Source: an optimization exercise on an open RTL-to-GDS flow (aim: small area, a short achievable clock period and few clock cycles per item). Production flows keep margins and buffers that such runs may drop.
Where RTL was checked, it was by simulation tests only, not by an equivalence proof against the original.
Only the layout flow was run in runs 1 and 3; the RTL was not checked for function there.
Power and IR drop assume default switching activity.

==> flow/design.v <==
module hacodec (
    input  wire       clk,
    input  wire       rst,
    input  wire       in_valid,
    output wire       in_ready,
    input  wire [7:0] in_data,
    input  wire       in_last,
    output wire       out_valid,
    input  wire       out_ready,
    output wire [7:0] out_data,
    output wire       out_last
);
    function [7:0] bdec;               
        input [7:0] b;
        bdec = {1'b0, b[7:4], 3'b000} + {3'b000, b[7:4], 1'b0} + {4'd0, b[3:0]};
    endfunction
    function bok;
        input [7:0] b;
        bok = (b[7:4] <= 4'd9) && (b[3:0] <= 4'd9);
    endfunction
    function [7:0] benc;               
        input [7:0] v;
        case (v[6:0])
            7'd0 : benc = 8'h00;
            7'd1 : benc = 8'h01;
            7'd2 : benc = 8'h02;
            7'd3 : benc = 8'h03;
            7'd4 : benc = 8'h04;
            7'd5 : benc = 8'h05;
            7'd6 : benc = 8'h06;
            7'd7 : benc = 8'h07;
            7'd8 : benc = 8'h08;
            7'd9 : benc = 8'h09;
            7'd10: benc = 8'h10;
            7'd11: benc = 8'h11;
            7'd12: benc = 8'h12;
            7'd13: benc = 8'h13;
            7'd14: benc = 8'h14;
            7'd15: benc = 8'h15;
            7'd16: benc = 8'h16;
            7'd17: benc = 8'h17;
            7'd18: benc = 8'h18;
            7'd19: benc = 8'h19;
            7'd20: benc = 8'h20;
            7'd21: benc = 8'h21;
            7'd22: benc = 8'h22;
            7'd23: benc = 8'h23;
            7'd24: benc = 8'h24;
            7'd25: benc = 8'h25;
            7'd26: benc = 8'h26;
            7'd27: benc = 8'h27;
            7'd28: benc = 8'h28;
            7'd29: benc = 8'h29;
            7'd30: benc = 8'h30;
            7'd31: benc = 8'h31;
            7'd32: benc = 8'h32;
            7'd33: benc = 8'h33;
            7'd34: benc = 8'h34;
            7'd35: benc = 8'h35;
            7'd36: benc = 8'h36;
            7'd37: benc = 8'h37;
            7'd38: benc = 8'h38;
            7'd39: benc = 8'h39;
            7'd40: benc = 8'h40;
            7'd41: benc = 8'h41;
            7'd42: benc = 8'h42;
            7'd43: benc = 8'h43;
            7'd44: benc = 8'h44;
            7'd45: benc = 8'h45;
            7'd46: benc = 8'h46;
            7'd47: benc = 8'h47;
            7'd48: benc = 8'h48;
            7'd49: benc = 8'h49;
            7'd50: benc = 8'h50;
            7'd51: benc = 8'h51;
            7'd52: benc = 8'h52;
            7'd53: benc = 8'h53;
            7'd54: benc = 8'h54;
            7'd55: benc = 8'h55;
            7'd56: benc = 8'h56;
            7'd57: benc = 8'h57;
            7'd58: benc = 8'h58;
            7'd59: benc = 8'h59;
            7'd60: benc = 8'h60;
            7'd61: benc = 8'h61;
            7'd62: benc = 8'h62;
            7'd63: benc = 8'h63;
            7'd64: benc = 8'h64;
            7'd65: benc = 8'h65;
            7'd66: benc = 8'h66;
            7'd67: benc = 8'h67;
            7'd68: benc = 8'h68;
            7'd69: benc = 8'h69;
            7'd70: benc = 8'h70;
            7'd71: benc = 8'h71;
            7'd72: benc = 8'h72;
            7'd73: benc = 8'h73;
            7'd74: benc = 8'h74;
            7'd75: benc = 8'h75;
            7'd76: benc = 8'h76;
            7'd77: benc = 8'h77;
            7'd78: benc = 8'h78;
            7'd79: benc = 8'h79;
            7'd80: benc = 8'h80;
            7'd81: benc = 8'h81;
            7'd82: benc = 8'h82;
            7'd83: benc = 8'h83;
            7'd84: benc = 8'h84;
            7'd85: benc = 8'h85;
            7'd86: benc = 8'h86;
            7'd87: benc = 8'h87;
            7'd88: benc = 8'h88;
            7'd89: benc = 8'h89;
            7'd90: benc = 8'h90;
            7'd91: benc = 8'h91;
            7'd92: benc = 8'h92;
            7'd93: benc = 8'h93;
            7'd94: benc = 8'h94;
            7'd95: benc = 8'h95;
            7'd96: benc = 8'h96;
            7'd97: benc = 8'h97;
            7'd98: benc = 8'h98;
            7'd99: benc = 8'h99;
            default: benc = 8'hxx;
        endcase
    endfunction
    function [15:0] dstep;
        input [7:0] a;                 
        input [7:0] q;
        reg [7:0] a2;
        reg       ge;
        begin
            a2 = {a[6:0], q[7]};
            ge = (a2 >= 8'd100);
            dstep = {ge ? a2 - 8'd100 : a2, q[6:0], ge};
        end
    endfunction
    reg [79:0] Fv;                     
    reg [3:0]  flen;
    reg        fbin;                   
    reg        fatal;
    reg [2:0]  err;
    reg [79:0] Sv;                     
    reg        tx;                     
    reg        rdy;                    
    reg        ov, ol;
    reg [7:0]  od;
    reg [7:0]  X;                      
    reg        sd0, sd1;               
    reg [1:0]  hp;                     
    reg [3:0]  wp;                     
    reg [7:0]  rem;                    
    reg [2:0]  oph, opl;               
    reg        opf0;                   
    reg        bad, oe, eq39;
    reg [3:0]  nlen;
    reg        nfb;
    reg        cpend;                  
    reg        wst;                    
    reg [1:0]  hc;                     
    reg        hf;                     
    reg        rok;                    
    reg        hd;                     
    reg        hbg;                    
    reg [2:0]  dc;                     
    wire [7:0] F [0:9];
    wire [7:0] S [0:9];
    genvar g;
    generate for (g = 0; g < 10; g = g + 1) begin : bytes
        assign F[g] = Fv[8*g +: 8];
        assign S[g] = Sv[8*g +: 8];
    end endgenerate
    assign in_ready  = rdy;
    assign out_valid = ov;
    assign out_data  = od;
    assign out_last  = ol;
    wire g0 = (oph == 3'd0);           
    wire g1 = (oph == 3'd1);           
    wire g2 = (oph == 3'd2);           
    wire g3 = (oph == 3'd3);           
    wire g4 = (oph == 3'd4);           
    wire o_bcddec = g0 & ~opl[0];
    wire o_bcdenc = g0 &  opl[0];
    wire o_adrenc = g1 & ~opl[0];
    wire o_adrdec = g1 &  opl[0];
    wire o_cmdenc = g2 & ~opl[0];
    wire o_cmddec = g2 &  opl[0];
    wire o_fbuild = g3 & (opl == 3'd0);
    wire o_fload  = g3 & (opl == 3'd1);
    wire o_enc    = g4 & ~opl[2] & ~opl[0];    
    wire o_dec2   = g4 & ~opl[2] &  opl[0];    
    wire o_put    = g4 &  opl[2] & ~opl[0];    
    wire o_get    = g4 &  opl[2] &  opl[0];    
    wire o_ts     = ~opl[1];                   
    reg i_known;
    always @(*) begin
        case (in_data)
            8'h00, 8'h01, 8'h10, 8'h11, 8'h20, 8'h21, 8'h30, 8'h31, 8'h32, 8'h33,
            8'h34, 8'h40, 8'h41, 8'h42, 8'h43, 8'h44, 8'h45, 8'h46, 8'h47, 8'hF0:
                i_known = 1'b1;
            default: i_known = 1'b0;
        endcase
    end
    wire [2:0] ih = in_data[6:4];
    wire [2:0] il = in_data[2:0];
    wire i_f0     = (in_data == 8'hF0);
    wire i_fparse = (ih == 3'd3) & (il == 3'd2);
    wire i_fread  = (ih == 3'd3) & (il == 3'd3);
    wire i_fclr   = (ih == 3'd3) & il[2];
    wire i_get    = (ih == 3'd4) & il[2] & il[0];
    wire i_tsget  = i_get & ~il[1];
    wire i_v16get = i_get &  il[1];
    wire i_len1   = (ih == 3'd3) & (il[2] | il[1]) | i_get | (ih == 3'd7);
    reg [7:0] i_rem;                   
    always @(*) begin
        case (ih)
            3'd0:             i_rem = 8'd1;
            3'd1:             i_rem = il[0] ? 8'd1 : 8'd2;
            3'd2:             i_rem = il[0] ? 8'd1 : 8'd3;
            3'd3:             i_rem = il[2] | il[1] ? 8'd0 : il[0] ? 8'd1 : 8'd2;
            3'd4:             i_rem = il[2] ? (il[0] ? 8'd0 : il[1] ? 8'd3 : 8'd7)
                                            : (il[1] ? 8'd2 : 8'd6);
            default:          i_rem = 8'd0;
        endcase
    end
    wire ok12 = bok(F[1]) & bok(F[2]);
    wire okF2 = fbin | ok12;
    wire okF6 = fbin | (ok12 & bok(F[3]) & bok(F[4]) & bok(F[5]) & bok(F[6]));
    wire first  = (hp == 2'd0);
    wire hdr    = (o_fload & hp == 2'd1) | (o_fbuild & hp == 2'd2);
    wire s_nok = o_bcddec | o_dec2;
    wire s_99  = o_bcdenc | (o_enc & wp[3:1] != 3'd0) | (o_put & (wp[3:2] != 2'd0 | wp == 4'd3));
    wire s_39  = (o_enc & wp == 4'd0) | (o_put & wp == 4'd1);
    wire s_15  = o_adrenc | (((o_enc & wp == 4'd1) | (o_put & wp == 4'd2)) & eq39);
    wire s_63  = o_cmdenc & (wp == 4'd2);
    wire s_9   = o_fbuild & (hp == 2'd2);
    wire s_fl  = o_fload & (hp == 2'd1);
    wire s_1   = o_cmdenc & ~wp[1];
    wire chk_oe = (s_nok & ~bok(in_data)) | (s_99 & (in_data > 8'd99)) |
                  (s_39 & (in_data > 8'd39)) | (s_15 & (in_data > 8'd15)) |
                  (s_63 & (in_data > 8'd63)) | (s_9 & (in_data > 8'd9)) |
                  (s_fl & ((in_data == 8'd0) | (in_data > 8'd10)));
    wire chk_bad = s_1 & (in_data > 8'd1);
    reg [2:0] code;                    
    always @(*) begin
        case (oph)
            3'd0:    code = opl[0] ? 3'd5 : 3'd3;
            3'd3:    code = opl[0] ? 3'd4 : 3'd2;
            3'd4:    code = (opl[0] & ~opl[2]) ? 3'd3 : 3'd5;
            default: code = 3'd1;
        endcase
    end
    wire       k7    = fatal & ~opf0;
    wire       badr  = bad | (~hdr & (rem != 8'd1));
    wire       n_bad = badr | chk_bad | (hdr & (in_data != 8'd0));
    wire       n_oe  = oe | chk_oe;
    reg [2:0] st_1;
    always @(*) begin
        if (fatal & ~i_f0)                  st_1 = 3'd7;
        else if (~i_known | ~i_len1)        st_1 = 3'd6;
        else if (i_fparse)                  st_1 = (flen == 4'd0) ? 3'd4 : 3'd0;
        else if (i_tsget)                   st_1 = (flen < 4'd7) ? 3'd4 : okF6 ? 3'd0 : 3'd3;
        else if (i_v16get)                  st_1 = (flen < 4'd3) ? 3'd4 : okF2 ? 3'd0 : 3'd3;
        else                                st_1 = 3'd0;
    end
    reg [3:0] rl_n, rl_1;
    always @(*) begin
        case (oph)
            3'd0:    rl_n = 4'd1;
            3'd1:    rl_n = opl[0] ? 4'd2 : 4'd1;
            3'd2:    rl_n = opl[0] ? 4'd3 : 4'd1;
            3'd4:    rl_n = o_put ? 4'd0 : opl[1] ? 4'd2 : 4'd6;
            default: rl_n = 4'd0;
        endcase
        rl_1 = 4'd0;
        if (i_fparse | i_fread) rl_1 = flen + 4'd1;
        if (i_tsget)            rl_1 = 4'd6;
        if (i_v16get | (ih == 3'd7)) rl_1 = 4'd2;
    end
    wire [3:0] rl = first ? rl_1 : rl_n;
    wire [6:0] oesel = {s_nok, s_99, s_39, s_15, s_63, s_9, s_fl};
    wire [6:0] oecmp = {~bok(in_data), in_data > 8'd99, in_data > 8'd39, in_data > 8'd15,
                        in_data > 8'd63, in_data > 8'd9, (in_data == 8'd0) | (in_data > 8'd10)};
    wire       chkb  = (s_1 & (in_data > 8'd1)) | (hdr & (in_data != 8'd0));
    wire       cn3   = (code != 3'd3);
    wire       zl_n  = (rl_n == 4'd0);
    wire [2:0] od_n;
    assign od_n[2] = k7 | badr | (oe & code[2]) | chkb | (|(oesel & oecmp & {7{code[2]}}));
    assign od_n[1] = k7 | badr | (oe & code[1]) | chkb | (|(oesel & oecmp & {7{code[1]}}));
    assign od_n[0] = k7 | (~badr & ~chkb & code[0] & (oe | (|(oesel & oecmp))));
    wire       ol_n  = zl_n | k7 | badr | (oe & cn3) | chkb | (|(oesel & oecmp & {7{cn3}}));
    wire       ol_1  = ~(~st_1[2] & (st_1[1] == st_1[0])) | (rl_1 == 4'd0);
    wire [3:0] bp0 = first ? ((ih == 3'd3) ? 4'd0 : i_get ? 4'd2 : 4'd1) : 4'd1;
    wire       i_frb = fbin & (i_fparse | i_fread);
    wire        hg   = ~tx & first & ~fbin & ~rok;
    wire        h0   = hd | hg | hbg;
    wire [7:0]  ha   = hd ? S[0] : F[1];
    wire [7:0]  hb   = hf ? F[2] : S[1];
    wire [15:0] hx   = {S[8], S[9]};
    wire [14:0] ha1  = {hx[11:0], 3'd0};
    wire [14:0] ha2  = {hx[13:0], 1'b0};
    wire [14:0] ha3  = {11'd0, (hc == 2'd2) ? hb[7:4] : hb[3:0]};
    wire [14:0] hs   = ha1 ^ ha2 ^ ha3;
    wire [14:0] hcy  = {(ha1[13:0] & ha2[13:0]) | (ha1[13:0] & ha3[13:0]) | (ha2[13:0] & ha3[13:0]), 1'b0};
    wire [8:0]  hlo  = {1'b0, hs[7:0]} + {1'b0, hcy[7:0]};
    wire [6:0]  hhi0 = hs[14:8] + hcy[14:8];
    wire [6:0]  hhi1 = hs[14:8] + hcy[14:8] + 7'd1;
    wire [15:0] hn   = {1'b0, hlo[8] ? hhi1 : hhi0, hlo[7:0]};
    wire [15:0] rv   = (o_get & fbin) ? {F[1], F[2]} : hx;
    wire        rhi  = opl[2] ? (wp == 4'd2) : (wp == 4'd1);
    wire [7:0]  rb   = rhi ? rv[15:8] : rv[7:0];
    wire       xsf = (g3 & ~(fbin & (wp == 4'd1 | wp == 4'd2))) | o_get;
    reg  [7:0] xs;
    always @(*) begin
        case (wp)
            4'd1:    xs = g3 ? S[1] : S[0];
            4'd2:    xs = g3 ? S[0] : S[2];
            4'd3:    xs = S[3];
            4'd4:    xs = S[4];
            default: xs = S[5];
        endcase
    end
    wire [7:0] xn  = xsf ? F[wp] : xs;
    wire [7:0] Y  = sd0 ? S[0] : sd1 ? S[1] : X;
    wire [7:0] dX = bdec(Y);
    wire [7:0] eX = benc(Y);
    reg [7:0] nb;                      
    always @(*) begin
        case (oph)
            3'd0: nb = opl[0] ? eX : dX;
            3'd1: nb = ~opl[0] ? {S[0][3:0], S[1][3:0]} :
                       (wp == 4'd1) ? {4'd0, S[0][7:4]} : {4'd0, S[0][3:0]};
            3'd2: nb = ~opl[0] ? {S[0][0], S[1][0], S[2][5:0]} :
                       (wp == 4'd1) ? {7'd0, S[0][7]} : (wp == 4'd2) ? {7'd0, S[0][6]} :
                       {2'd0, S[0][5:0]};
            3'd3: nb = opl[0] ? ((wp == 4'd0) ? {4'd0, flen} : (fbin & wp != 4'd1) ? eX : X)
                              : ((wp == 4'd0) ? F[0] : (wp == 4'd1) ? {4'd0, flen - 4'd1} :
                                 fbin ? eX : X);
            3'd4: nb = ~opl[0] ? eX :
                       opl[2] ? ((wp < 4'd4) ? rb : fbin ? X : dX)
                              : ((wp < 4'd3) ? rb : dX);
            default: nb = (wp == 4'd1) ? {fatal, 4'd0, err} : 8'h0A;
        endcase
    end
    wire [15:0] d1 = dstep(S[0], S[1]);
    wire [15:0] d2 = dstep(d1[15:8], d1[7:0]);
    wire acc  = in_valid & ~tx;
    wire last = acc & in_last;
    wire dgo  = acc & (first ? i_frb : o_enc & (wp == 4'd1));
    wire dact = (dc != 3'd0);
    wire [2:0] dc_n = dgo ? 3'd4 : first & acc ? 3'd0 : dact ? dc - 3'd1 : 3'd0;
    wire [1:0] hc_n = h0 ? 2'd2 : (hc != 2'd0) ? hc - 2'd1 : 2'd0;
    wire [3:0] wi = wp;
    integer k;
    always @(posedge clk) begin
        for (k = 0; k < 10; k = k + 1)
            if (~tx & ~first & ~hdr & (wi == k))
                Sv[8*k +: 8] <= in_data;
        if (dact)
            Sv[15:0] <= {d2[7:0], d2[15:8]};
        if (~tx & first)
            Sv[15:0] <= {F[2], F[1]};
        if (h0)
            {Sv[71:64], Sv[79:72]} <= {8'd0, bdec(ha)};
        else if (hc != 2'd0)
            {Sv[71:64], Sv[79:72]} <= hn;
        if (rst) begin
            tx    <= 1'b0;
            rdy   <= 1'b1;
            ov    <= 1'b0;
            hp    <= 2'd0;
            dc    <= 3'd0;
            hc    <= 2'd0;
            hd    <= 1'b0;
            hbg   <= 1'b0;
            rok   <= 1'b0;
            cpend <= 1'b0;
            wst   <= 1'b0;
            flen  <= 4'd0;
            fbin  <= 1'b0;
            fatal <= 1'b0;
            err   <= 3'd0;
        end else begin
            dc <= dc_n;
            hc <= hc_n;
            hbg <= tx & ~o_dec2 & ~o_get & ~cpend & ~rok & ~fbin & (hc_n == 2'd0) &
                   ~(hf & (hc == 2'd1));
            if (acc) hd <= ~first & o_dec2 & (wp == 4'd0) & ~in_last;
            if (h0) hf <= ~hd;
            if ((cpend & (od[2:0] == 3'd0)) | h0 |
                (~tx & ~first & ~hdr & (wi[3:1] == 3'd4)))
                rok <= 1'b0;
            else if (hf & (hc == 2'd1))
                rok <= 1'b1;
            wst   <= 1'b0;
            cpend <= 1'b0;
            if (wst) begin
                if (od[2:0] != 3'd7) err <= od[2:0];
                if (od[2:0] == 3'd1) fatal <= 1'b1;
            end
            if (cpend & (od[2:0] == 3'd0)) begin
                Fv   <= Sv;
                flen <= nlen;
                fbin <= nfb;
            end
            if (~tx) begin
                od <= {5'd0, first ? st_1 : od_n};
                ol <= first ? ol_1 : ol_n;
            end
            if (acc) begin
                eq39 <= (in_data == 8'd39);
                if (first) begin
                    oph  <= ih;
                    opl  <= il;
                    opf0 <= i_f0;
                    hp   <= 2'd1;
                    wp   <= 4'd0;
                    bad  <= ~i_known;
                    oe   <= 1'b0;
                    rem  <= i_rem;
                end else begin
                    if (hp != 2'd3) hp <= hp + 2'd1;
                    if (~hdr & (wp != 4'd15)) wp <= wp + 4'd1;
                    bad <= bad | chk_bad | (rem == 8'd0);
                    oe  <= n_oe;
                    rem <= hdr ? in_data : rem - 8'd1;
                    if (s_fl) nlen <= in_data[3:0];
                    if (s_9)  nlen <= in_data[3:0] + 4'd1;
                end
            end
            if (last) begin
                tx  <= 1'b1;
                rdy <= 1'b0;
                ov  <= first ? ~(i_frb | (i_get & ~fbin & ~rok))
                             : ~(o_enc & wp == 4'd1) & (dc[2:1] == 2'd0) &
                               ~(o_dec2 & (wp == 4'd1 | hc[1]));
                rem <= {4'd0, rl};
                wp  <= bp0;
                sd0 <= ~o_enc;
                sd1 <= o_enc;
                wst <= first ? ~i_f0 : ~opf0;
                if (first) begin
                    cpend <= i_fclr;
                    nlen  <= 4'd0;
                end else begin
                    cpend <= o_fload | o_fbuild | o_put;
                    nfb   <= o_put;
                    if (o_put) nlen <= o_ts ? 4'd7 : 4'd3;
                end
            end else if (tx) begin
                if (~ov) begin
                    if (g3 ? (dc_n[2:1] == 2'd0) : (dc_n == 3'd0) & (hc_n == 2'd0)) ov <= 1'b1;
                end else if (out_ready) begin
                    if (ol) begin
                        tx <= 1'b0;
                        rdy <= 1'b1;
                        ov <= 1'b0;
                        hp <= 2'd0;
                    end else begin
                        od  <= nb;
                        X   <= xn;
                        sd0 <= 1'b0;
                        sd1 <= 1'b0;
                        wp  <= wp + 4'd1;
                        rem <= rem - 8'd1;
                        ol  <= (rem == 8'd1);
                    end
                end
            end
        end
    end
endmodule
==> flow/flow/run.sh <==
#!/bin/bash
set -euo pipefail
bash standard.sh SYNTH_SCRIPT="$PWD/flow/synth_abc.tcl" SETUP_SLACK_MARGIN=6 MATCH_CELL_FOOTPRINT=0 \
  "BUFFER_PORTS_ARGS=-buffer_cell sky130_fd_sc_hd__buf_4" finish > flow_standard.log 2>&1
==> flow/flow/abc_area_nf.script <==
strash
ifraig
scorr
dc2
strash
&get -n
&dch -f
&nf
&put
==> flow/flow/synth_abc.tcl <==
# synth_recipe.tcl (the standard synthesis) with one change: the technology mapping of the
# combinational logic uses flow/abc_area_nf.script (an area-oriented ABC script)
# instead of ORFS's abc_speed.script. Flip-flops are mapped before ABC and are not touched.
set ::abc_area_script [file join [file dirname [file normalize [info script]]] abc_area_nf.script]
proc synth {args} { yosys synth -nofsm -noshare {*}$args }
proc abc {args} {
  set i [lsearch -exact $args -script]
  if {$i >= 0 && [string match *abc_speed.script [lindex $args [expr {$i + 1}]]]} {
    set args [lreplace $args $i [expr {$i + 1}] -script $::abc_area_script]
  }
  yosys abc {*}$args
}
source $::env(SCRIPTS_DIR)/synth.tcl
# left out here: clear keep_hierarchy, flatten, clean up, hide names made inside functions, write 1_2_yosys.v
==> flow/standard.sh <==
#!/bin/bash
# synth_recipe.tcl (not shown) runs the flow's synth.tcl, then flattens the netlist and writes it again
# the make line also repeats each setting of config.mk as NAME=value (left out here)
make -C /OpenROAD-flow-scripts/flow DESIGN_CONFIG=/design/flow/config.mk WORK_HOME=/design/flow/orfs CLKGATE_MAP_FILE= SYNTH_SCRIPT=/design/flow/synth_recipe.tcl "${@:-finish}"
==> flow/config.mk <==
export PLATFORM = sky130hd
export DESIGN_NAME = hacodec
export DESIGN_NICKNAME = hacodec
export VERILOG_FILES = /design/flow/design.v
export SDC_FILE = /design/flow/constraint.sdc
export NUM_CORES = 4
export LEC_CHECK = 0
export ABC_CLOCK_PERIOD_IN_PS = 4000
export CAP_MARGIN = 20
export CORE_MARGIN = 2
export CORE_UTILIZATION = 40
export CTS_CLUSTER_DIAMETER = 100
export CTS_CLUSTER_SIZE = 20
export SETUP_SLACK_MARGIN = 5
export SLEW_MARGIN = 20
==> flow/constraint.sdc <==
create_clock -name core_clock -period 10.0 [get_ports {clk}]
set_input_delay 2.0000 -clock core_clock [delete_from_list [all_inputs] [get_ports {clk}]]
set_output_delay 2.0000 -clock core_clock [all_outputs]
set_load 0.01 [all_outputs]
==> metrics.sh, run 1 <==
RUN_STATUS='no timing/DRC/antenna violations'
POWER_DENSITY_mW_PER_MM2=181
DRTANTENNAVIOLNETS=0
ASYNC_RESET_FF_SHARE_PCT=0
YOSYSSEQAREASHARE_PCT=47.9
DIE_W_UM=190
NUMBER_OF_LIBRARY_CELL_TYPES_MAPPED_BY_SYNTHESIS=66
CORE_AREA_MM2=0.0343
SYNTH_ENABLE_FLOP_CELLS=199
VIAS=12700
SYN-INSTANCE-COUNT=1352
SYNTH_AREA_LEADERS='sky130_fd_sc_hd__edfxtp_1 (43%), sky130_fd_sc_hd__ha_1 (5.8%), sky130_fd_sc_hd__dfxtp_1 (4.6%), sky130_fd_sc_hd__a21oi_1 (4.5%), sky130_fd_sc_hd__o21ai_0 (3.7%)'
DETAILEDPLACEMENTHPWL_UM=37800
NETLIST.TOP_CELL.BY_AREA='sky130_fd_sc_hd__edfxtp_1'
AREA_ENCLOSED_BY_THE_DIE_BOUNDARY_MM2=0.0361
CELLLEAKAGEPOWER_nW=5.21
POWER.SEQUENTIAL.FRACTION_PCT=44.5
GLOBALROUTE.BUSIESTLAYER='met2'
INITIAL_UTILIZATION_PCT=40.3
CTS.ROOT.BUFFER_CELL='sky130_fd_sc_hd__clkbuf_16'
GRT_PASS1_VIAS=11900
CTS_TREE='yes'
CELL_CHAIN_OF_THE_CRITICAL_PATH='buf_4, nand2b_1, nor2_1, a21oi_1, nor3_1, or3_1'
TIMING.SETUP.CRITICAL_PATH_CLASS='input pin to flop'
SYNTH.TOP_CELL.AREA_SHARE_PCT=43.2
START_KIND='input pin'
SETUP.WORST_PATH.END_CLASS='flop'
TIGHTESTPINTRANSITION_PS=1120
FIRSTDRTPASSITERS=6
PLACEMENT.IO_BUFFERS=23
CLOCK_SINKS=231
SETUP_TOTAL_NEGATIVE_SLACK_PS=0
CRITICAL_HOLD_PATH_STARTPOINT='Sv[51]'
DETAIL_ROUTE.DRC_VIOLATIONS=0
P_SWITCHING_W=0.00103
CRITICAL_PATH.REG2REG.STARTPOINT='hc[1]'
CRIT_REQUIRED_PS=10260
CP.ARRIVAL_PS=4110
CRITPATHLAUNCH='in_valid'
MAXCAPVIOLATIONS=0
HOLD_PATH.CLASS='flop to flop'
FINAL_NETS=1519
YOSYS_REGISTER_BITS=231
CPLARGESTDELAYFAMILY='simple AND/OR/NAND/NOR gates'
FINAL_MIN_PERIOD_OVER_CLOCK_PERIOD_PCT=38.5
WIRE_LENGTH_OF_THE_FIRST_GLOBAL_ROUTING_PASS_UM=78200
SLOWEST_DELAY_PS=690
GLOBALROUTETOTALUTIL_PCT=28.9
CTS_MADE_BUFFERS=15
GRTUSAGEMET3_PCT=4.81
CLOCK.FMAX_MHz=260
PINT_W=0.00176
REPORT.FINAL.SLEW_VIOL_COUNT=0
GROUTE.LAYER.MET2.USAGE_PCT=44.0
FINAL.SETUP_SKEW_PS=24.9
SYN_AREA_PER_CELL_UM2=10.2
TOTAL_STANDARD_CELL_AREA_AFTER_SYNTHESIS_MM2=0.0138
FINAL_PERIOD_MINUS_WORST_SETUP_SLACK_PS=3850
GRT_SETUP_UNREPAIRED='yes'
AREAGROWTHSYNTHTOFINISH_PCT=11.4
SYNTH-WARNING-COUNT=1
SWITCHING_SHARE_PCT=36.9
VIAS_PER_CELL=6.71
WORST_SKEW_PAIR_LATER_PIN_LATENCY_PS=520
GP_CONGESTION=0.979
VDD.IR_DROP.WORST_mV=0.0972
HTREE_LEVELS=1
SYN-NUM-NETS=1436
DESIGN_POWER_TOTAL_W=0.00278
GRT.OVERFLOW.TOTAL=0
SETUP_VIOLATIONS_FINAL=0
DRIVE_GT1_SHARE_PCT=7.48
PATH_MAX_FANOUT=17
NUM_IO_PINS=24
CRIT_BUF_INV=1
CLKPWRFRAC_PCT=22.7
GRT_USE_MET1_PCT=41.8
FINAL-HOLD-VIOLATION-COUNT=0
CLKTRANSATPATHREGS_PS=90
MOST_USED_FLIP_FLOP_CELL_AFTER_SYNTHESIS='sky130_fd_sc_hd__edfxtp_1'
GRT_MAX_DEGREE=81
TIMING.CRITICAL_PATH.SLOWEST_STAGE_CELL='sky130_fd_sc_hd__a21oi_1'
MAX-CLOCK-PATH-BUFFERS=3
DETAIL_ROUTE.ITER0.VIOLATIONS=2136
INSERTEDDIODECOUNT=0
LAYOUT.FILLER_CELLS=3258
DIE_H_UM=190
ANTENNA_VIOLATIONS_BEFORE_REPAIR=0
ROUTEDWLPERCELL_UM=27.8
SYNTH.CELLS.MOST_FREQUENT='sky130_fd_sc_hd__edfxtp_1 (199), sky130_fd_sc_hd__nand2_1 (126), sky130_fd_sc_hd__a21oi_1 (123)'
POSTROUTEWIRELENGTH_UM=52800
MAX_SLEW_MARGIN_PCT=25.2
PLACEMENT_ROWS=68
COMB_POWER_SHARE_PCT=32.9
SYNTH_MOST_COMMON_CELL='sky130_fd_sc_hd__edfxtp_1'
[timing repair]
action	4_1_cts	5_1_grt
cloned	0	1
pin swaps	0	2
buffers inserted	4	18
gates resized for setup	10	11
setup endpoints to repair	18	17
hold buffers	0	0
[power by group through the flow]
| stage | Combinational [W] | Sequential [W] | Clock [W] |
|---|---|---|---|
| 2_1_floorplan | 0.000601 | 0.00120 | 0 |
| 3_3_place_gp | 0.000844 | 0.00126 | 0 |
| 3_5_place_dp | 0.000851 | 0.00126 | 0 |
| 4_1_cts | 0.000864 | 0.00124 | 0.000638 |
| 5_1_grt | 0.00100 | 0.00124 | 0.000667 |
| 6_report | 0.000915 | 0.00124 | 0.000631 |
[through the flow]
stage | worst slack, ps | hold slack, ps | std cells | utilization (%) | cell area [µm²]
detailed placement | 5550 | 405 | 1850 | 43.0 | 14700
CTS | 6070 | 421 | 1880 | 44.4 | 15200
global placement | 5630 | 401 | 1850 | 43.0 | 14700
floorplan | 5590 | 400 | 1352 | - | 13800
finish | 6150 | 422 | 1899 | 44.9 | 15400
global route | 5970 | 428 | 1899 | 44.9 | 15400
[worst paths after layout]
kind                            cells past startpoint  endpoint  slack [ps]
worst max-delay path                                6    rem[0]        6150
worst min-delay path                                0    Fv[51]         420
worst max register to register                     13    Sv[70]        6180
worst min register to register                      0    Fv[51]         420
[metal layers]
layer | vias to the layer above | part of all wire (%)
met5 | - | 0
met1 | 6245 | 42
met2 | 829 | 44
met4 | 0 | 3.8
li1 | 5542 | -
met3 | 127 | 11
[cell type report]
class | instances | area [µm²] | area share [%]
Inverter | 54 | 210 | 1.36
Multi-Input combinational cell | 1068 | 7090 | 46.0
Clock buffer | 24 | 409 | 2.66
Clock inverter | 2 | 20.0 | 0.130
Sequential cell | 231 | 6620 | 43.0
Timing Repair Buffer | 65 | 488 | 3.17
Tap cell | 455 | 569 | 3.69
[cells in the final DEF (no fill, tap or decap), types with 34 or more instances in the layout]
cell                       count
sky130_fd_sc_hd__a22oi_1      34
sky130_fd_sc_hd__nand3_1      40
sky130_fd_sc_hd__nor2_1      117
sky130_fd_sc_hd__buf_4        64
sky130_fd_sc_hd__edfxtp_1    199
sky130_fd_sc_hd__nand2_1     126
sky130_fd_sc_hd__ha_1         63
sky130_fd_sc_hd__a21oi_1     122
sky130_fd_sc_hd__o21ai_0     102
sky130_fd_sc_hd__clkinv_1     51
[state kept, by name, indices dropped and copies added, names as in the netlist, 2 cells and up]
register,count
Fv,80
Sv,80
X,8
od,8
rem,8
flen,4
nlen,4
wp,4
dc,3
err,3
oph,3
opl,3
hc,2
hp,2
[cell families after synthesis]
family	count (synthesis)	synth area share (%)
fa+ha+maj	71	6.80
flops	231	47.9
buf+inv	54	1.47
compound gates	500	23.9
simple gates	429	14.6
xor+xnor	37	2.34
mux	30	2.96
==> run 2, diff against run 1 <==
--- a/flow/design.v
+++ b/flow/design.v
@@ -255,4 +255,5 @@
     wire       n_bad = badr | chk_bad | (hdr & (in_data != 8'd0));
     wire       n_oe  = oe | chk_oe;
+    wire [2:0] st_n  = k7 ? 3'd7 : n_bad ? 3'd6 : n_oe ? code : 3'd0;
     reg [2:0] st_1;
     always @(*) begin
@@ -264,4 +265,6 @@
         else                                st_1 = 3'd0;
     end
+    wire [2:0] status = first ? st_1 : st_n;
+    wire       res_ok = ~status[2] & (status[1] == status[0]);    
     reg [3:0] rl_n, rl_1;
     always @(*) begin
@@ -279,16 +282,4 @@
     end
     wire [3:0] rl = first ? rl_1 : rl_n;
-    wire [6:0] oesel = {s_nok, s_99, s_39, s_15, s_63, s_9, s_fl};
-    wire [6:0] oecmp = {~bok(in_data), in_data > 8'd99, in_data > 8'd39, in_data > 8'd15,
-                        in_data > 8'd63, in_data > 8'd9, (in_data == 8'd0) | (in_data > 8'd10)};
-    wire       chkb  = (s_1 & (in_data > 8'd1)) | (hdr & (in_data != 8'd0));
-    wire       cn3   = (code != 3'd3);
-    wire       zl_n  = (rl_n == 4'd0);
-    wire [2:0] od_n;
-    assign od_n[2] = k7 | badr | (oe & code[2]) | chkb | (|(oesel & oecmp & {7{code[2]}}));
-    assign od_n[1] = k7 | badr | (oe & code[1]) | chkb | (|(oesel & oecmp & {7{code[1]}}));
-    assign od_n[0] = k7 | (~badr & ~chkb & code[0] & (oe | (|(oesel & oecmp))));
-    wire       ol_n  = zl_n | k7 | badr | (oe & cn3) | chkb | (|(oesel & oecmp & {7{cn3}}));
-    wire       ol_1  = ~(~st_1[2] & (st_1[1] == st_1[0])) | (rl_1 == 4'd0);
     wire [3:0] bp0 = first ? ((ih == 3'd3) ? 4'd0 : i_get ? 4'd2 : 4'd1) : 4'd1;
     wire       i_frb = fbin & (i_fparse | i_fread);
@@ -298,13 +289,6 @@
     wire [7:0]  hb   = hf ? F[2] : S[1];
     wire [15:0] hx   = {S[8], S[9]};
-    wire [14:0] ha1  = {hx[11:0], 3'd0};
-    wire [14:0] ha2  = {hx[13:0], 1'b0};
-    wire [14:0] ha3  = {11'd0, (hc == 2'd2) ? hb[7:4] : hb[3:0]};
-    wire [14:0] hs   = ha1 ^ ha2 ^ ha3;
-    wire [14:0] hcy  = {(ha1[13:0] & ha2[13:0]) | (ha1[13:0] & ha3[13:0]) | (ha2[13:0] & ha3[13:0]), 1'b0};
-    wire [8:0]  hlo  = {1'b0, hs[7:0]} + {1'b0, hcy[7:0]};
-    wire [6:0]  hhi0 = hs[14:8] + hcy[14:8];
-    wire [6:0]  hhi1 = hs[14:8] + hcy[14:8] + 7'd1;
-    wire [15:0] hn   = {1'b0, hlo[8] ? hhi1 : hhi0, hlo[7:0]};
+    wire [15:0] hn   = {hx[12:0], 3'd0} + {hx[14:0], 1'b0} +
+                       {12'd0, (hc == 2'd2) ? hb[7:4] : hb[3:0]};
     wire [15:0] rv   = (o_get & fbin) ? {F[1], F[2]} : hx;
     wire        rhi  = opl[2] ? (wp == 4'd2) : (wp == 4'd1);
@@ -405,6 +389,6 @@
             end
             if (~tx) begin
-                od <= {5'd0, first ? st_1 : od_n};
-                ol <= first ? ol_1 : ol_n;
+                od <= {5'd0, status};
+                ol <= ~res_ok | (rl == 4'd0);
             end
             if (acc) begin
==> flow/flow/run.sh (replaced) <==
#!/bin/bash
set -euo pipefail
bash standard.sh SETUP_SLACK_MARGIN=6 MATCH_CELL_FOOTPRINT=0 \
  "BUFFER_PORTS_ARGS=-buffer_cell sky130_fd_sc_hd__buf_4" finish > flow_standard.log 2>&1
removed: flow/flow/abc_area_nf.script
removed: flow/flow/synth_abc.tcl
==> metrics.sh, run 2 <==
MOST_COMMON_LIBRARY_CELL_IN_THE_LAYOUT_IGNORING_FILL_AND_TAPS='sky130_fd_sc_hd__edfxtp_1'
CLKTRANSATPATHREGS_PS=80
STDCELL_COUNT=1980
DIE_W_UM=197
ROUTEDWLPERCELL_UM=27.9
RUN_STATUS='no timing/DRC/antenna violations'
DRTANTENNAVIOLNETS=0
AREA_ENCLOSED_BY_THE_DIE_BOUNDARY_MM2=0.0390
FINAL_MIN_PERIOD_OVER_CLOCK_PERIOD_PCT=39.1
SYNTH-WARNING-COUNT=1
GRT_SETUP_UNREPAIRED='no'
CORE_AREA_MM2=0.0367
CTS_MADE_BUFFERS=16
MAX-CLOCK-PATH-BUFFERS=3
SYNTH_ENABLE_FLOP_CELLS=199
CLOCK.FMAX_MHz=256
PATH_MAX_FANOUT=16
SETUP.WORST_PATH.END_CLASS='flop'
DIE_H_UM=197
GRTUSAGEMET3_PCT=4.52
SYNTH_AREA_LEADERS='sky130_fd_sc_hd__edfxtp_1 (40%), sky130_fd_sc_hd__ha_1 (5.5%), sky130_fd_sc_hd__mux2i_1 (4.7%), sky130_fd_sc_hd__dfxtp_1 (4.3%), sky130_fd_sc_hd__o21ai_0 (3.6%)'
GRT_PASS1_VIAS=12200
PLACEMENT_ROWS=70
DP.CELLS=1911
WORST_SKEW_PAIR_LATER_PIN_LATENCY_PS=530
WIRE_LENGTH_OF_THE_FIRST_GLOBAL_ROUTING_PASS_UM=81900
SYN-INSTANCE-COUNT=1501
NETLIST.TOP_CELL.BY_AREA='sky130_fd_sc_hd__edfxtp_1'
ANTENNA_VIOLATIONS_BEFORE_REPAIR=2
GROUTE.LAYER.MET2.USAGE_PCT=43.9
SETUP_TOTAL_NEGATIVE_SLACK_PS=0
HOLD_PATH.CLASS='flop to flop'
DETAILEDPLACEMENTHPWL_UM=39500
AREAGROWTHSYNTHTOFINISH_PCT=9.29
TOTAL_STANDARD_CELL_AREA_AFTER_SYNTHESIS_MM2=0.0150
START_KIND='input pin'
SYN-NUM-NETS=1586
INSERTEDDIODECOUNT=0
SYN_AREA_PER_CELL_UM2=9.98
DETAIL_ROUTE.DRC_VIOLATIONS=0
GRT_MAX_DEGREE=81
HTREE_LEVELS=1
ASYNC_RESET_FF_SHARE_PCT=0
CP.ARRIVAL_PS=4260
CRIT_REQUIRED_PS=10350
YOSYSSEQAREASHARE_PCT=44.2
GRT_USE_MET1_PCT=39.4
FIRSTDRTPASSITERS=8
YOSYS_REGISTER_BITS=231
SYNTH.TOP_CELL.AREA_SHARE_PCT=39.9
FINAL-HOLD-VIOLATION-COUNT=0
MOST_USED_FLIP_FLOP_CELL_AFTER_SYNTHESIS='sky130_fd_sc_hd__edfxtp_1'
POWER_DENSITY_mW_PER_MM2=172
GRT.OVERFLOW.TOTAL=0
VIAS_PER_CELL=6.54
TIMING.SETUP.CRITICAL_PATH_CLASS='input pin to flop'
DRIVE_GT1_SHARE_PCT=12.8
FINAL.SETUP_SKEW_PS=32.1
GLOBALROUTE.BUSIESTLAYER='met2'
VDD.IR_DROP.WORST_mV=0.100
CTS.ROOT.BUFFER_CELL='sky130_fd_sc_hd__clkbuf_16'
TIGHTESTPINTRANSITION_PS=1080
REPORT.FINAL.SLEW_VIOL_COUNT=0
INITIAL_UTILIZATION_PCT=40.8
SYNTH.CELLS.MOST_FREQUENT='sky130_fd_sc_hd__edfxtp_1 (199), sky130_fd_sc_hd__nand2_1 (135), sky130_fd_sc_hd__nor2_1 (117)'
SETUP_VIOLATIONS_FINAL=0
NUM_IO_PINS=24
DETAIL_ROUTE.ITER0.VIOLATIONS=1795
GP_CONGESTION=1.02
POST-ROUTE-UTIL_PCT=44.6
MAXCAPVIOLATIONS=0
PLACEMENT.IO_BUFFERS=23
POSTROUTEWIRELENGTH_UM=55100
CLOCK_SINKS=231
CTS_TREE='yes'
CELLLEAKAGEPOWER_nW=5.83
VIAS=13000
NUMBER_OF_LIBRARY_CELL_TYPES_MAPPED_BY_SYNTHESIS=103
FINAL_PERIOD_MINUS_WORST_SETUP_SLACK_PS=3910
GLOBALROUTETOTALUTIL_PCT=28.3
SYNTH_MOST_COMMON_CELL='sky130_fd_sc_hd__edfxtp_1'
MAX_SLEW_MARGIN_PCT=28.0
REGISTERS_WITH_THE_MOST_FLIP_FLOPS='Fv (80), Sv (80)'
LAYOUT.CELLS.MOST_COMMON_LIST='sky130_fd_sc_hd__edfxtp_1 (199), sky130_fd_sc_hd__nand2_1 (135), sky130_fd_sc_hd__nor2_1 (117)'
FINAL_NETS=1587
-- run 2: final timing paths --
path / cells past startpoint / startpoint / slack [ps] / endpoint
max reg2reg: 12 / Sv[14] / 6150 / Sv[70]
min: 0 / Sv[51] / 420 / Fv[51]
min reg2reg: 0 / Sv[51] / 420 / Fv[51]
max: 11 / in_data[0] / 6090 / od[1]
-- run 2: power breakdown --
part	switching [W]	internal, W
sequential	0.0000941	0.00112
clock	0.000359	0.000307
combinational	0.000576	0.000359
total	0.00103	0.00178
-- run 2: layout make-up --
cell class / count / area [µm²]
fillers: 3429 / 20300
well taps: 468 / 586
multi-input cells: 1122 / 7820
flip-flops and latches: 231 / 6620
clock inverters: 6 / 57.6
clock buffers: 22 / 423
inverters: 42 / 171
repair buffers: 89 / 692
-- run 2: logic make-up after synthesis --
| family | share of synthesized area [%] |
|---|---|
| AO/OA/AOI/OAI | 20.2 |
| buffers and inverters | 4.31 |
| flip-flops | 44.2 |
| XOR/XNOR | 2.21 |
| multiplexers | 7.19 |
| adder cells (fa/ha/maj) | 6.38 |
| AND/OR/NAND/NOR | 15.5 |
-- run 2: metrics by stage --
stage | power [W] | hold WS, ps | instance area [µm²] | worst slack (ps)
after global placement | 0.00208 | 402 | 15400 | 5490
after floorplan | 0.00182 | 400 | 15000 | 6080
after CTS | 0.00276 | 420 | 16000 | 6010
after global routing | 0.00294 | 426 | 16400 | 5960
after detailed placement | 0.00210 | 405 | 15400 | 5380
final | 0.00281 | 418 | 16400 | 6090
-- run 2: critical path, stage by stage --
cell and delay (ps):
sky130_fd_sc_hd__buf_4 230, sky130_fd_sc_hd__clkinvlp_4 210, sky130_fd_sc_hd__ha_1 260, sky130_fd_sc_hd__nor2_1 130, sky130_fd_sc_hd__o21bai_1 100, sky130_fd_sc_hd__a221oi_2 370, sky130_fd_sc_hd__o22ai_1 160, sky130_fd_sc_hd__and2b_1 240
sky130_fd_sc_hd__a2111oi_4 350, sky130_fd_sc_hd__a211oi_1 90, sky130_fd_sc_hd__o21ai_1 120
-- run 2: timing repair --
action                     CTS  global route
hold buffers                 0             0
setup endpoints to repair    5             9
resized for setup            5            20
pin swaps                    0             4
buffers inserted             8            32
-- run 2: layer usage --
metal / vias up / routed length [µm]
li1: 5723 / -
met1: 6293 / 22700
met2: 804 / 24600
met3: 135 / 5440
met4: 2 / 2330
met5: - / 12
Testbench counts of run 2, summed over its fixed seeds: cycles 248,529, requests 32,000.
==> run 3, diff against run 2 <==
--- a/flow/design.v
+++ b/flow/design.v
@@ -15,4 +15,265 @@
         bdec = {1'b0, b[7:4], 3'b000} + {3'b000, b[7:4], 1'b0} + {4'd0, b[3:0]};
     endfunction
+    function [7:0] bdect;              
+        input [7:0] b;
+        case (b)
+            8'h00: bdect = 8'd0;
+            8'h01: bdect = 8'd1;
+            8'h02: bdect = 8'd2;
+            8'h03: bdect = 8'd3;
+            8'h04: bdect = 8'd4;
+            8'h05: bdect = 8'd5;
+            8'h06: bdect = 8'd6;
+            8'h07: bdect = 8'd7;
+            8'h08: bdect = 8'd8;
+            8'h09: bdect = 8'd9;
+            8'h0a: bdect = 8'd10;
+            8'h0b: bdect = 8'd11;
+            8'h0c: bdect = 8'd12;
+            8'h0d: bdect = 8'd13;
+            8'h0e: bdect = 8'd14;
+            8'h0f: bdect = 8'd15;
+            8'h10: bdect = 8'd10;
+            8'h11: bdect = 8'd11;
+            8'h12: bdect = 8'd12;
+            8'h13: bdect = 8'd13;
+            8'h14: bdect = 8'd14;
+            8'h15: bdect = 8'd15;
+            8'h16: bdect = 8'd16;
+            8'h17: bdect = 8'd17;
+            8'h18: bdect = 8'd18;
+            8'h19: bdect = 8'd19;
+            8'h1a: bdect = 8'd20;
+            8'h1b: bdect = 8'd21;
+            8'h1c: bdect = 8'd22;
+            8'h1d: bdect = 8'd23;
+            8'h1e: bdect = 8'd24;
+            8'h1f: bdect = 8'd25;
+            8'h20: bdect = 8'd20;
+            8'h21: bdect = 8'd21;
+            8'h22: bdect = 8'd22;
+            8'h23: bdect = 8'd23;
+            8'h24: bdect = 8'd24;
+            8'h25: bdect = 8'd25;
+            8'h26: bdect = 8'd26;
+            8'h27: bdect = 8'd27;
+            8'h28: bdect = 8'd28;
+            8'h29: bdect = 8'd29;
+            8'h2a: bdect = 8'd30;
+            8'h2b: bdect = 8'd31;
+            8'h2c: bdect = 8'd32;
+            8'h2d: bdect = 8'd33;
+            8'h2e: bdect = 8'd34;
+            8'h2f: bdect = 8'd35;
+            8'h30: bdect = 8'd30;
+            8'h31: bdect = 8'd31;
+            8'h32: bdect = 8'd32;
+            8'h33: bdect = 8'd33;
+            8'h34: bdect = 8'd34;
+            8'h35: bdect = 8'd35;
+            8'h36: bdect = 8'd36;
+            8'h37: bdect = 8'd37;
+            8'h38: bdect = 8'd38;
+            8'h39: bdect = 8'd39;
+            8'h3a: bdect = 8'd40;
+            8'h3b: bdect = 8'd41;
+            8'h3c: bdect = 8'd42;
+            8'h3d: bdect = 8'd43;
+            8'h3e: bdect = 8'd44;
+            8'h3f: bdect = 8'd45;
+            8'h40: bdect = 8'd40;
+            8'h41: bdect = 8'd41;
+            8'h42: bdect = 8'd42;
+            8'h43: bdect = 8'd43;
+            8'h44: bdect = 8'd44;
+            8'h45: bdect = 8'd45;
+            8'h46: bdect = 8'd46;
+            8'h47: bdect = 8'd47;
+            8'h48: bdect = 8'd48;
+            8'h49: bdect = 8'd49;
+            8'h4a: bdect = 8'd50;
+            8'h4b: bdect = 8'd51;
+            8'h4c: bdect = 8'd52;
+            8'h4d: bdect = 8'd53;
+            8'h4e: bdect = 8'd54;
+            8'h4f: bdect = 8'd55;
+            8'h50: bdect = 8'd50;
+            8'h51: bdect = 8'd51;
+            8'h52: bdect = 8'd52;
+            8'h53: bdect = 8'd53;
+            8'h54: bdect = 8'd54;
+            8'h55: bdect = 8'd55;
+            8'h56: bdect = 8'd56;
+            8'h57: bdect = 8'd57;
+            8'h58: bdect = 8'd58;
+            8'h59: bdect = 8'd59;
+            8'h5a: bdect = 8'd60;
+            8'h5b: bdect = 8'd61;
+            8'h5c: bdect = 8'd62;
+            8'h5d: bdect = 8'd63;
+            8'h5e: bdect = 8'd64;
+            8'h5f: bdect = 8'd65;
+            8'h60: bdect = 8'd60;
+            8'h61: bdect = 8'd61;
+            8'h62: bdect = 8'd62;
+            8'h63: bdect = 8'd63;
+            8'h64: bdect = 8'd64;
+            8'h65: bdect = 8'd65;
+            8'h66: bdect = 8'd66;
+            8'h67: bdect = 8'd67;
+            8'h68: bdect = 8'd68;
+            8'h69: bdect = 8'd69;
+            8'h6a: bdect = 8'd70;
+            8'h6b: bdect = 8'd71;
+            8'h6c: bdect = 8'd72;
+            8'h6d: bdect = 8'd73;
+            8'h6e: bdect = 8'd74;
+            8'h6f: bdect = 8'd75;
+            8'h70: bdect = 8'd70;
+            8'h71: bdect = 8'd71;
+            8'h72: bdect = 8'd72;
+            8'h73: bdect = 8'd73;
+            8'h74: bdect = 8'd74;
+            8'h75: bdect = 8'd75;
+            8'h76: bdect = 8'd76;
+            8'h77: bdect = 8'd77;
+            8'h78: bdect = 8'd78;
+            8'h79: bdect = 8'd79;
+            8'h7a: bdect = 8'd80;
+            8'h7b: bdect = 8'd81;
+            8'h7c: bdect = 8'd82;
+            8'h7d: bdect = 8'd83;
+            8'h7e: bdect = 8'd84;
+            8'h7f: bdect = 8'd85;
+            8'h80: bdect = 8'd80;
+            8'h81: bdect = 8'd81;
+            8'h82: bdect = 8'd82;
+            8'h83: bdect = 8'd83;
+            8'h84: bdect = 8'd84;
+            8'h85: bdect = 8'd85;
+            8'h86: bdect = 8'd86;
+            8'h87: bdect = 8'd87;
+            8'h88: bdect = 8'd88;
+            8'h89: bdect = 8'd89;
+            8'h8a: bdect = 8'd90;
+            8'h8b: bdect = 8'd91;
+            8'h8c: bdect = 8'd92;
+            8'h8d: bdect = 8'd93;
+            8'h8e: bdect = 8'd94;
+            8'h8f: bdect = 8'd95;
+            8'h90: bdect = 8'd90;
+            8'h91: bdect = 8'd91;
+            8'h92: bdect = 8'd92;
+            8'h93: bdect = 8'd93;
+            8'h94: bdect = 8'd94;
+            8'h95: bdect = 8'd95;
+            8'h96: bdect = 8'd96;
+            8'h97: bdect = 8'd97;
+            8'h98: bdect = 8'd98;
+            8'h99: bdect = 8'd99;
+            8'h9a: bdect = 8'd100;
+            8'h9b: bdect = 8'd101;
+            8'h9c: bdect = 8'd102;
+            8'h9d: bdect = 8'd103;
+            8'h9e: bdect = 8'd104;
+            8'h9f: bdect = 8'd105;
+            8'ha0: bdect = 8'd100;
+            8'ha1: bdect = 8'd101;
+            8'ha2: bdect = 8'd102;
+            8'ha3: bdect = 8'd103;
+            8'ha4: bdect = 8'd104;
+            8'ha5: bdect = 8'd105;
+            8'ha6: bdect = 8'd106;
+            8'ha7: bdect = 8'd107;
+            8'ha8: bdect = 8'd108;
+            8'ha9: bdect = 8'd109;
+            8'haa: bdect = 8'd110;
+            8'hab: bdect = 8'd111;
+            8'hac: bdect = 8'd112;
+            8'had: bdect = 8'd113;
+            8'hae: bdect = 8'd114;
+            8'haf: bdect = 8'd115;
+            8'hb0: bdect = 8'd110;
+            8'hb1: bdect = 8'd111;
+            8'hb2: bdect = 8'd112;
+            8'hb3: bdect = 8'd113;
+            8'hb4: bdect = 8'd114;
+            8'hb5: bdect = 8'd115;
+            8'hb6: bdect = 8'd116;
+            8'hb7: bdect = 8'd117;
+            8'hb8: bdect = 8'd118;
+            8'hb9: bdect = 8'd119;
+            8'hba: bdect = 8'd120;
+            8'hbb: bdect = 8'd121;
+            8'hbc: bdect = 8'd122;
+            8'hbd: bdect = 8'd123;
+            8'hbe: bdect = 8'd124;
+            8'hbf: bdect = 8'd125;
+            8'hc0: bdect = 8'd120;
+            8'hc1: bdect = 8'd121;
+            8'hc2: bdect = 8'd122;
+            8'hc3: bdect = 8'd123;
+            8'hc4: bdect = 8'd124;
+            8'hc5: bdect = 8'd125;
+            8'hc6: bdect = 8'd126;
+            8'hc7: bdect = 8'd127;
+            8'hc8: bdect = 8'd128;
+            8'hc9: bdect = 8'd129;
+            8'hca: bdect = 8'd130;
+            8'hcb: bdect = 8'd131;
+            8'hcc: bdect = 8'd132;
+            8'hcd: bdect = 8'd133;
+            8'hce: bdect = 8'd134;
+            8'hcf: bdect = 8'd135;
+            8'hd0: bdect = 8'd130;
+            8'hd1: bdect = 8'd131;
+            8'hd2: bdect = 8'd132;
+            8'hd3: bdect = 8'd133;
+            8'hd4: bdect = 8'd134;
+            8'hd5: bdect = 8'd135;
+            8'hd6: bdect = 8'd136;
+            8'hd7: bdect = 8'd137;
+            8'hd8: bdect = 8'd138;
+            8'hd9: bdect = 8'd139;
+            8'hda: bdect = 8'd140;
+            8'hdb: bdect = 8'd141;
+            8'hdc: bdect = 8'd142;
+            8'hdd: bdect = 8'd143;
+            8'hde: bdect = 8'd144;
+            8'hdf: bdect = 8'd145;
+            8'he0: bdect = 8'd140;
+            8'he1: bdect = 8'd141;
+            8'he2: bdect = 8'd142;
+            8'he3: bdect = 8'd143;
+            8'he4: bdect = 8'd144;
+            8'he5: bdect = 8'd145;
+            8'he6: bdect = 8'd146;
+            8'he7: bdect = 8'd147;
+            8'he8: bdect = 8'd148;
+            8'he9: bdect = 8'd149;
+            8'hea: bdect = 8'd150;
+            8'heb: bdect = 8'd151;
+            8'hec: bdect = 8'd152;
+            8'hed: bdect = 8'd153;
+            8'hee: bdect = 8'd154;
+            8'hef: bdect = 8'd155;
+            8'hf0: bdect = 8'd150;
+            8'hf1: bdect = 8'd151;
+            8'hf2: bdect = 8'd152;
+            8'hf3: bdect = 8'd153;
+            8'hf4: bdect = 8'd154;
+            8'hf5: bdect = 8'd155;
+            8'hf6: bdect = 8'd156;
+            8'hf7: bdect = 8'd157;
+            8'hf8: bdect = 8'd158;
+            8'hf9: bdect = 8'd159;
+            8'hfa: bdect = 8'd160;
+            8'hfb: bdect = 8'd161;
+            8'hfc: bdect = 8'd162;
+            8'hfd: bdect = 8'd163;
+            8'hfe: bdect = 8'd164;
+            8'hff: bdect = 8'd165;
+        endcase
+    endfunction
     function bok;
         input [7:0] b;
@@ -147,5 +408,5 @@
     reg [7:0]  od;
     reg [7:0]  X;                      
-    reg        sd0, sd1;               
+    reg        sd;                     
     reg [1:0]  hp;                     
     reg [3:0]  wp;                     
@@ -193,4 +454,5 @@
     wire o_get    = g4 &  opl[2] &  opl[0];    
     wire o_ts     = ~opl[1];                   
+    wire o_enc16  = g4 & ~opl[0];
     reg i_known;
     always @(*) begin
@@ -212,4 +474,5 @@
     wire i_v16get = i_get &  il[1];
     wire i_len1   = (ih == 3'd3) & (il[2] | il[1]) | i_get | (ih == 3'd7);
+    wire i_enc    = (ih == 3'd4) & ~il[2] & ~il[0];
     reg [7:0] i_rem;                   
     always @(*) begin
@@ -230,7 +493,7 @@
     wire hdr    = (o_fload & hp == 2'd1) | (o_fbuild & hp == 2'd2);
     wire s_nok = o_bcddec | o_dec2;
-    wire s_99  = o_bcdenc | (o_enc & wp[3:1] != 3'd0) | (o_put & (wp[3:2] != 2'd0 | wp == 4'd3));
-    wire s_39  = (o_enc & wp == 4'd0) | (o_put & wp == 4'd1);
-    wire s_15  = o_adrenc | (((o_enc & wp == 4'd1) | (o_put & wp == 4'd2)) & eq39);
+    wire s_99  = o_bcdenc | (o_enc16 & wp[3:2] != 2'd0) | (o_enc16 & wp == 4'd3);
+    wire s_39  = o_enc16 & (wp == 4'd1);
+    wire s_15  = o_adrenc | (o_enc16 & (wp == 4'd2) & eq39);
     wire s_63  = o_cmdenc & (wp == 4'd2);
     wire s_9   = o_fbuild & (hp == 2'd2);
@@ -255,5 +518,4 @@
     wire       n_bad = badr | chk_bad | (hdr & (in_data != 8'd0));
     wire       n_oe  = oe | chk_oe;
-    wire [2:0] st_n  = k7 ? 3'd7 : n_bad ? 3'd6 : n_oe ? code : 3'd0;
     reg [2:0] st_1;
     always @(*) begin
@@ -265,6 +527,4 @@
         else                                st_1 = 3'd0;
     end
-    wire [2:0] status = first ? st_1 : st_n;
-    wire       res_ok = ~status[2] & (status[1] == status[0]);    
     reg [3:0] rl_n, rl_1;
     always @(*) begin
@@ -282,5 +542,18 @@
     end
     wire [3:0] rl = first ? rl_1 : rl_n;
-    wire [3:0] bp0 = first ? ((ih == 3'd3) ? 4'd0 : i_get ? 4'd2 : 4'd1) : 4'd1;
+    wire [6:0] oesel = {s_nok, s_99, s_39, s_15, s_63, s_9, s_fl};
+    wire [6:0] oecmp = {~bok(in_data), in_data > 8'd99, in_data > 8'd39, in_data > 8'd15,
+                        in_data > 8'd63, in_data > 8'd9, (in_data == 8'd0) | (in_data > 8'd10)};
+    wire       chkb  = (s_1 & (in_data > 8'd1)) | (hdr & (in_data != 8'd0));
+    wire       cn3   = (code != 3'd3);
+    wire       zl_n  = (rl_n == 4'd0);
+    wire [2:0] od_n;
+    assign od_n[2] = k7 | badr | (oe & code[2]) | chkb | (|(oesel & oecmp & {7{code[2]}}));
+    assign od_n[1] = k7 | badr | (oe & code[1]) | chkb | (|(oesel & oecmp & {7{code[1]}}));
+    assign od_n[0] = k7 | (~badr & ~chkb & code[0] & (oe | (|(oesel & oecmp))));
+    wire       ol_n  = zl_n | k7 | badr | (oe & cn3) | chkb | (|(oesel & oecmp & {7{cn3}}));
+    wire       ol_1  = ~(~st_1[2] & (st_1[1] == st_1[0])) | (rl_1 == 4'd0);
+    wire [3:0] bp0 = first ? ((ih == 3'd3) ? 4'd0 : i_get ? 4'd2 : 4'd1)
+                           : (o_enc ? 4'd2 : 4'd1);
     wire       i_frb = fbin & (i_fparse | i_fread);
     wire        hg   = ~tx & first & ~fbin & ~rok;
@@ -289,6 +562,13 @@
     wire [7:0]  hb   = hf ? F[2] : S[1];
     wire [15:0] hx   = {S[8], S[9]};
-    wire [15:0] hn   = {hx[12:0], 3'd0} + {hx[14:0], 1'b0} +
-                       {12'd0, (hc == 2'd2) ? hb[7:4] : hb[3:0]};
+    wire [14:0] ha1  = {hx[11:0], 3'd0};
+    wire [14:0] ha2  = {hx[13:0], 1'b0};
+    wire [14:0] ha3  = {11'd0, (hc == 2'd2) ? hb[7:4] : hb[3:0]};
+    wire [14:0] hs   = ha1 ^ ha2 ^ ha3;
+    wire [14:0] hcy  = {(ha1[13:0] & ha2[13:0]) | (ha1[13:0] & ha3[13:0]) | (ha2[13:0] & ha3[13:0]), 1'b0};
+    wire [8:0]  hlo  = {1'b0, hs[7:0]} + {1'b0, hcy[7:0]};
+    wire [6:0]  hhi0 = hs[14:8] + hcy[14:8];
+    wire [6:0]  hhi1 = hs[14:8] + hcy[14:8] + 7'd1;
+    wire [15:0] hn   = {1'b0, hlo[8] ? hhi1 : hhi0, hlo[7:0]};
     wire [15:0] rv   = (o_get & fbin) ? {F[1], F[2]} : hx;
     wire        rhi  = opl[2] ? (wp == 4'd2) : (wp == 4'd1);
@@ -298,14 +578,15 @@
     always @(*) begin
         case (wp)
-            4'd1:    xs = g3 ? S[1] : S[0];
-            4'd2:    xs = g3 ? S[0] : S[2];
+            4'd1:    xs = S[0];
             4'd3:    xs = S[3];
             4'd4:    xs = S[4];
-            default: xs = S[5];
+            4'd5:    xs = S[5];
+            4'd6:    xs = S[6];
+            default: xs = S[2];
         endcase
     end
     wire [7:0] xn  = xsf ? F[wp] : xs;
-    wire [7:0] Y  = sd0 ? S[0] : sd1 ? S[1] : X;
-    wire [7:0] dX = bdec(Y);
+    wire [7:0] Y  = sd ? S[0] : X;
+    wire [7:0] dX = bdect(Y);
     wire [7:0] eX = benc(Y);
     reg [7:0] nb;                      
@@ -327,13 +608,13 @@
         endcase
     end
-    wire [15:0] d1 = dstep(S[0], S[1]);
+    wire [15:0] d1 = dstep(S[2], S[0]);
     wire [15:0] d2 = dstep(d1[15:8], d1[7:0]);
     wire acc  = in_valid & ~tx;
     wire last = acc & in_last;
-    wire dgo  = acc & (first ? i_frb : o_enc & (wp == 4'd1));
+    wire dgo  = acc & (first ? i_frb : o_enc & (wp == 4'd2));
     wire dact = (dc != 3'd0);
     wire [2:0] dc_n = dgo ? 3'd4 : first & acc ? 3'd0 : dact ? dc - 3'd1 : 3'd0;
     wire [1:0] hc_n = h0 ? 2'd2 : (hc != 2'd0) ? hc - 2'd1 : 2'd0;
-    wire [3:0] wi = wp;
+    wire [3:0] wi = (o_enc & wp == 4'd1) ? 4'd2 : (o_enc & wp == 4'd2) ? 4'd0 : wp;
     integer k;
     always @(posedge clk) begin
@@ -342,7 +623,7 @@
                 Sv[8*k +: 8] <= in_data;
         if (dact)
-            Sv[15:0] <= {d2[7:0], d2[15:8]};
+            {Sv[23:16], Sv[7:0]} <= d2;
         if (~tx & first)
-            Sv[15:0] <= {F[2], F[1]};
+            {Sv[23:16], Sv[7:0]} <= {F[1], F[2]};
         if (h0)
             {Sv[71:64], Sv[79:72]} <= {8'd0, bdec(ha)};
@@ -389,6 +670,6 @@
             end
             if (~tx) begin
-                od <= {5'd0, status};
-                ol <= ~res_ok | (rl == 4'd0);
+                od <= {5'd0, first ? st_1 : od_n};
+                ol <= first ? ol_1 : ol_n;
             end
             if (acc) begin
@@ -399,5 +680,5 @@
                     opf0 <= i_f0;
                     hp   <= 2'd1;
-                    wp   <= 4'd0;
+                    wp   <= {3'd0, i_enc};
                     bad  <= ~i_known;
                     oe   <= 1'b0;
@@ -417,10 +698,9 @@
                 rdy <= 1'b0;
                 ov  <= first ? ~(i_frb | (i_get & ~fbin & ~rok))
-                             : ~(o_enc & wp == 4'd1) & (dc[2:1] == 2'd0) &
+                             : ~(o_enc & wp == 4'd2) & (dc[2:1] == 2'd0) &
                                ~(o_dec2 & (wp == 4'd1 | hc[1]));
                 rem <= {4'd0, rl};
                 wp  <= bp0;
-                sd0 <= ~o_enc;
-                sd1 <= o_enc;
+                sd  <= 1'b1;
                 wst <= first ? ~i_f0 : ~opf0;
                 if (first) begin
@@ -444,6 +724,5 @@
                         od  <= nb;
                         X   <= xn;
-                        sd0 <= 1'b0;
-                        sd1 <= 1'b0;
+                        sd  <= 1'b0;
                         wp  <= wp + 4'd1;
                         rem <= rem - 8'd1;
==> flow/flow/run.sh (replaced) <==
#!/bin/bash
set -euo pipefail
bash standard.sh SYNTH_SCRIPT="$PWD/flow/synth_abc.tcl" SETUP_SLACK_MARGIN=6 MATCH_CELL_FOOTPRINT=0 \
  "BUFFER_PORTS_ARGS=-buffer_cell sky130_fd_sc_hd__buf_4" finish > flow_standard.log 2>&1
==> flow/flow/synth_abc.tcl (new file) <==
# synth_recipe.tcl (the standard synthesis) with one change: the technology mapping of the
# combinational logic uses ABC's default script for a liberty mapping (abc -liberty ... -D)
# instead of ORFS's abc_speed.script. Flip-flops are mapped before ABC and are not touched.
proc synth {args} { yosys synth -nofsm -noshare {*}$args }
proc abc {args} {
  set i [lsearch -exact $args -script]
  if {$i >= 0 && [string match *abc_speed.script [lindex $args [expr {$i + 1}]]]} {
    set args [lreplace $args $i [expr {$i + 1}]]
  }
  yosys abc {*}$args
}
source $::env(SCRIPTS_DIR)/synth.tcl
# left out here: clear keep_hierarchy, flatten, clean up, hide names made inside functions, write 1_2_yosys.v
==> metrics.sh, run 3 <==
SYNTH_AREA_LEADERS='sky130_fd_sc_hd__edfxtp_1 (43%), sky130_fd_sc_hd__ha_1 (5.6%), sky130_fd_sc_hd__a21oi_1 (4.9%), sky130_fd_sc_hd__dfxtp_1 (4.6%), sky130_fd_sc_hd__o21ai_0 (4.0%)'
HOLD_PATH_DEPTH=0
WORST-R2R-CELL-COUNT=15
ROUTEDWLPERCELL_UM=27.5
FINAL_NETS=1515
SETUP_VIOLATIONS_FINAL=0
GRT.OVERFLOW.TOTAL=0
MAX_SLEW_MARGIN_PCT=29.7
FINAL_MIN_PERIOD_OVER_CLOCK_PERIOD_PCT=39.6
FINAL.SETUP_SKEW_PS=23.6
HTREE_LEVELS=1
RUN_STATUS='no timing/DRC/antenna violations'
SYNTH.CELLS.MOST_FREQUENT='sky130_fd_sc_hd__edfxtp_1 (198), sky130_fd_sc_hd__nor2_1 (146), sky130_fd_sc_hd__nand2_1 (138)'
LAYOUT.FILLER_CELLS=3265
CELL_CHAIN_OF_THE_CRITICAL_PATH='buf_4, inv_2, ha_1, nor2b_4, or3b_2, a31oi_1, a211oi_1, nand3b_1, a221oi_1, nand2_1, a211oi_1, o21ai_0'
DETAIL_ROUTE.ITER0.VIOLATIONS=1951
POWER_DENSITY_mW_PER_MM2=181
CP.ARRIVAL_PS=4220
DRTANTENNAVIOLNETS=0
CRITICAL_PATH.REG2REG.STARTPOINT='hc[1]'
SWITCHING_SHARE_PCT=36.3
DRIVE_GT1_SHARE_PCT=8.93
CTS_TREE='yes'
REGISTERS_WITH_THE_MOST_FLIP_FLOPS='Fv (80), Sv (80)'
R2R_SETUP_SLACK_PS=6180
COMB_POWER_SHARE_PCT=31.1
POST-ROUTE-UTIL_PCT=44.3
FINAL-HOLD-VIOLATION-COUNT=0
HOLD_PATH.CLASS='flop to flop'
NUMBER_OF_LIBRARY_CELL_TYPES_MAPPED_BY_SYNTHESIS=68
SYN-INSTANCE-COUNT=1431
PLACEMENT.IO_BUFFERS=23
SYNTH.TOP_CELL.AREA_SHARE_PCT=42.9
TOTAL_STANDARD_CELL_AREA_AFTER_SYNTHESIS_MM2=0.0139
run 3: changes by cell type in the layout (fill, tap and decap cells not counted), moves of 8 or more:
cell                       delta
sky130_fd_sc_hd__a22oi_1     -10
sky130_fd_sc_hd__a31oi_1     +15
sky130_fd_sc_hd__a211oi_1    -12
sky130_fd_sc_hd__o211ai_1    -15
sky130_fd_sc_hd__a222oi_1    +16
sky130_fd_sc_hd__buf_4       -26
sky130_fd_sc_hd__mux2i_1     -52
sky130_fd_sc_hd__o22ai_1     +11
sky130_fd_sc_hd__a22o_1       +9
sky130_fd_sc_hd__nor2_1      +27
sky130_fd_sc_hd__nor3b_1      -8
sky130_fd_sc_hd__a21oi_1     +34
run 3: worst min-delay path by stage:
stage	startpoint	endpoint	slack, ps
floorplan	cpend	hbg	400
global placement	Sv[61]	Fv[61]	400
detailed placement	Sv[57]	Fv[57]	400
CTS	Sv[63]	Fv[63]	430
global route	Sv[56]	Fv[56]	430
finish	Sv[62]	Fv[62]	420
run 3: layer usage:
layer	track usage, %	up-vias	wire (µm)
met1	39.8	6069	21400
met2	43.8	859	22900
met5	0	-	0
li1	-	5489	-
met3	5.08	117	5590
met4	10.9	0	2320
run 3: timing repair:
item                                    CTS  global route
setup buffers                             4             8
gates cloned                              0             0
pin swaps                                 2             0
resized for setup                         7            14
endpoints found under the setup margin   26            25
run 3: critical path: cells and delay by family:
kind            cells  cell delay (ps)
buf+inv             2              380
fa+ha+maj           1              230
simple gates        4              560
compound gates      5             1040
run 3: cell type report:
class | count | area [µm²] | share of cell area, %
Timing Repair Buffer | 61 | 478 | 3.14
Clock buffer | 23 | 427 | 2.80
Sequential cell | 230 | 6590 | 43.3
Tap cell | 455 | 569 | 3.74
Inverter | 43 | 161 | 1.06
Multi-Input combinational cell | 1083 | 6950 | 45.6
Clock inverter | 5 | 52.6 | 0.345
run 3: power by group through the flow:
stage	Clock, W	Combinational [W]	Sequential [W]
detailed placement	0	0.000803	0.00125
floorplan	0	0.000579	0.00119
CTS	0.000669	0.000816	0.00123
global route	0.000702	0.000938	0.00123
finish	0.000669	0.000858	0.00123
global placement	0	0.000797	0.00125
run 3: cell families (layout without fill, tap and decap cells):
group / count (synthesis) / after routing / share of synthesized area, %
adder cells (fa/ha/maj): 67 / 67 / 6.31
flip-flops: 230 / 230 / 47.5
buffers and inverters: 118 / 132 / 3.19
multiplexers: 34 / 34 / 2.91
AO/OA/AOI/OAI: 487 / 487 / 22.7
XOR/XNOR: 34 / 34 / 2.15
AND/OR/NAND/NOR: 461 / 461 / 15.2
run 3: through the flow:
| stage | instance area (µm²) | std cells | hold slack, ps | worst slack, ps | total power, W |
|---|---|---|---|---|---|
| after global routing | 15200 | 1900 | 434 | 5990 | 0.00287 |
| after floorplan | 13900 | 1431 | 397 | 5590 | 0.00177 |
| final | 15200 | 1900 | 422 | 6040 | 0.00275 |
| after global placement | 14500 | 1859 | 401 | 5600 | 0.00204 |
| after CTS | 15100 | 1891 | 425 | 6020 | 0.00271 |
| after detailed placement | 14500 | 1859 | 405 | 5380 | 0.00205 |
